Background: an optimization exercise with open tools, aiming at a short achievable clock period and few clock cycles. Do not read the settings as production practice.
At most, simulation tests tie the RTL to the original design; equivalence was not proved.
No activity file was given, so power comes from the tool's default toggle rates.

## run A
## romprog_core
module romprog_core (
    input  wire        clk,
    input  wire        rst,
    input  wire        rx_valid,
    input  wire [7:0]  rx_data,
    output wire        rx_ready,
    output wire        tx_valid,
    output wire [7:0]  tx_data,
    input  wire        tx_ready,
    output wire        flash_req_valid,
    output wire [2:0]  flash_op,
    output wire [31:0] flash_addr,
    output wire [7:0]  flash_wdata,
    input  wire        flash_resp_valid,
    input  wire [7:0]  flash_rdata
);
==> flow/config.mk <==
export PLATFORM = sky130hd
export DESIGN_NAME = romprog_core
export DESIGN_NICKNAME = romprog_core
export VERILOG_FILES = /design/flow/design.v
export SDC_FILE = /design/flow/constraint.sdc
export NUM_CORES = 4
export LEC_CHECK = 0
export CAP_MARGIN = 20
export CORE_MARGIN = 2
export CORE_UTILIZATION = 55
export PLACE_DENSITY = 0.7
export SLEW_MARGIN = 20
==> flow/constraint.sdc <==
create_clock -name core_clock -period 10.0 [get_ports {clk}]
set_input_delay 2.0000 -clock core_clock [delete_from_list [all_inputs] [get_ports {clk}]]
set_output_delay 2.0000 -clock core_clock [all_outputs]
set_load 0.01 [all_outputs]
standard.sh (not shown) runs the stock make flow with config.mk's settings and CLKGATE_MAP_FILE= SYNTH_SCRIPT=/design/flow/synth_recipe.tcl, a recipe that flattens the netlist after the stock synthesis.
==> flow/flow/run.sh <==
#!/bin/bash
# The standard layout, with repair_timing asked to reach more setup slack
# than the clock period alone demands (the SDC and period are unchanged).
set -euo pipefail
bash standard.sh SETUP_SLACK_MARGIN=7 finish > standard_flow.log 2>&1
Run A finished all stages; the layout is clean.
Inputs modified between run A and run D:
Settings: CORE_UTILIZATION changed from 55 to 40; PLACE_DENSITY changed from 0.7 to 0.6.
--- outcome ---
- tv_n as the endpoint of the worst setup timing path was reported by run A, and flash_wdata[6] by run D.
- The lower minimum clock period of run D and run A is in run D.
- From run A to run D the numbers moved as follows: least setup slack across all paths after layout up 25 ps; relative slew slack up 4.2 points; register share of the cell area down 0.51 points; share of final-layout standard cells stronger than drive strength 1 down 0.35 points.
- Relative to run A, run D degrades overall die area.
- Going from run A to run D, number of buffers created by CTS grew by a few percent.
- Diff run A -> run D | post-layout total power | increase of about 1.1%
No functional check of the RTL was part of any run of this note.

* * *

Another version of the RTL of romprog_core (not shown whole).
Size: ~2900 cells after synthesis, about 910 flip-flops, about 75 I/O pins, about 44000 sq um of cells after synthesis.
export LEC_CHECK = 0
export CAP_MARGIN = 20
export CORE_MARGIN = 2
export CORE_UTILIZATION = 40
export PLACE_DENSITY = 0.6
export SLEW_MARGIN = 20
create_clock -name core_clock -period 10.0 [get_ports {clk}]
run.sh (not shown) runs the stock make flow with config.mk's settings and CLKGATE_MAP_FILE= SYNTH_SCRIPT=/design/flow/synth_recipe.tcl, a recipe that flattens the netlist after the stock synthesis.
Stock flow here: none of the scripts above is used.
The starting point passed the timing, DRC and antenna checks.
Testbench counts at the start, summed over its fixed seeds: cycles 46,189.
Edit:
==> flow/flow/run.sh (new file) <==
#!/bin/bash
# The standard layout, with repair_timing asked to reach more setup slack
# than the clock period alone demands (the SDC and period are unchanged).
set -euo pipefail
bash standard.sh SETUP_SLACK_MARGIN=7 finish > standard_flow.log 2>&1
==> flow/standard.sh (new file) <==
#!/bin/bash
# synth_recipe.tcl (not shown) runs the flow's synth.tcl, then flattens the netlist and writes it again
# the make line also repeats each setting of config.mk as NAME=value (left out here)
make -C /OpenROAD-flow-scripts/flow DESIGN_CONFIG=/design/flow/config.mk WORK_HOME=/design/flow/orfs CLKGATE_MAP_FILE= SYNTH_SCRIPT=/design/flow/synth_recipe.tcl "${@:-finish}"
removed: flow/run.sh
Effect: Die area does not change. Setup slack gets better by 1.0 ns. Cell count is higher by 4.3%. Wire length is higher by 11%. Combinational power is higher by about 10%. Clock skew is higher by 0.022 ns. Total power is lower by 0.80%. Sequential power barely changes. Sequential share of layout area is lower by 4.2 points. Hold slack gets worse by 0.017 ns.

* * *

## run 1
romprog_core, a different RTL version from the one above (not shown whole).
Size: roughly 2800 cells after synthesis, ~75 I/O pins.
export LEC_CHECK = 0
export CAP_MARGIN = 20
export CORE_MARGIN = 2
export CORE_UTILIZATION = 60
export PLACE_DENSITY = 0.72
export SLEW_MARGIN = 20
create_clock -name core_clock -period 10.0 [get_ports {clk}]
standard.sh (not shown) runs the stock make flow with config.mk's settings and CLKGATE_MAP_FILE= SYNTH_SCRIPT=/design/flow/synth_recipe.tcl, a recipe that flattens the netlist after the stock synthesis.
==> flow/flow/run.sh <==
#!/bin/bash
# The standard layout, with repair_timing asked to reach more setup slack
# than the clock period alone demands (the SDC and period are unchanged).
set -euo pipefail
bash standard.sh SETUP_SLACK_MARGIN=7 finish > standard_flow.log 2>&1
Testbench counts of run 1, summed over its fixed seeds: cycles 45,774.
Edits applied to the flow inputs when going from run 1 to run 2:
- PLACE_DENSITY changed from 0.72 to 0.6
- CORE_UTILIZATION changed from 60 to 40
Results
Run 2 | status: complete | timing, DRC, antenna: pass
Of the two candidates, run 1 has the better area of the core and run 2 the worse one.
[compare] base=run 1 new=run 2: share of the synthesized area in compound gates (AO/OA/AOI/OAI) now sits at about the same level; total internal power moved down; width of the die shows an increase of 59 µm.
[inputs] run 3 vs run 2
==> flow/flow/run.sh <==
#!/bin/bash
# The standard layout, with repair_timing asked to reach more setup slack
# than the clock period alone demands (the SDC and period are unchanged),
# and smaller, denser clock sink clusters.
set -euo pipefail
bash standard.sh SETUP_SLACK_MARGIN=7 \
  "CTS_ARGS=-sink_clustering_enable -repair_clock_nets -sink_clustering_size 30 -sink_clustering_max_diameter 60" \
  finish > standard_flow.log 2>&1
## What came out
- Run 3: full flow OK, the timing, DRC and antenna checks passed
- As far as area share of fa/ha/maj cells after synthesis goes, run 3 and run 2 are indistinguishable; the numbers are identical.
- On overall die area, run 3 and run 2 are neck and neck.
- Relative to run 2, the area added between synthesis and finish of run 3 is lower by 1.7 points.
- Run 3 vs run 2 on total leakage power: run 3 is the lower one.
- Wire length after detailed routing: run 2 vs run 3, no meaningful difference

-- separate check: timing with driven ports --
Ports are ideal in the flow. The routed layouts listed here were re-timed in OpenROAD.
Step 1 (the two cells are an assumption about what drives the block):
set clk [get_ports {clk}]
set_driving_cell -lib_cell sky130_fd_sc_hd__clkbuf_16 $clk
set_driving_cell -lib_cell sky130_fd_sc_hd__buf_2 [delete_from_list [all_inputs] $clk]
Step 2 adds t to the input delays and takes it off the output delays; t is the mean of the earliest and latest rising clock arrival at the registers after step 1. Input paths then give back, and output paths get back, about the clock's delay inside the block.
Slacks: ideal / step 1 / step 2; pairs: ideal / step 1.
run | shift t [ns] | setup WS [ns] | worst setup path after step 2 | worst register clock-pin slew, ns
run A | 0.722 | 6.783 / 6.783 / 6.295 | input to register | 0.07 / 0.07
run D | 0.730 | 6.808 / 6.742 / 6.275 | input to register | 0.07 / 0.07
the first run of note 2 | 0.761 | 4.986 / 4.986 / 4.986 | register to register | 0.07 / 0.07
the second run of note 2 | 0.752 | 6.036 / 6.036 / 5.457 | input to register | 0.07 / 0.07
run 1 | 0.718 | 6.808 / 6.808 / 6.187 | input to register | 0.07 / 0.07
run 2 | 0.732 | 6.840 / 6.768 / 6.285 | input to register | 0.07 / 0.07
run 3 | 0.713 | 6.869 / 6.803 / 6.351 | input to register | 0.11 / 0.11
After both steps every run listed still meets setup and hold. The setup slack of run 1, which loses most, moves by 0.000 ns with the drivers and by -0.621 ns with both steps.
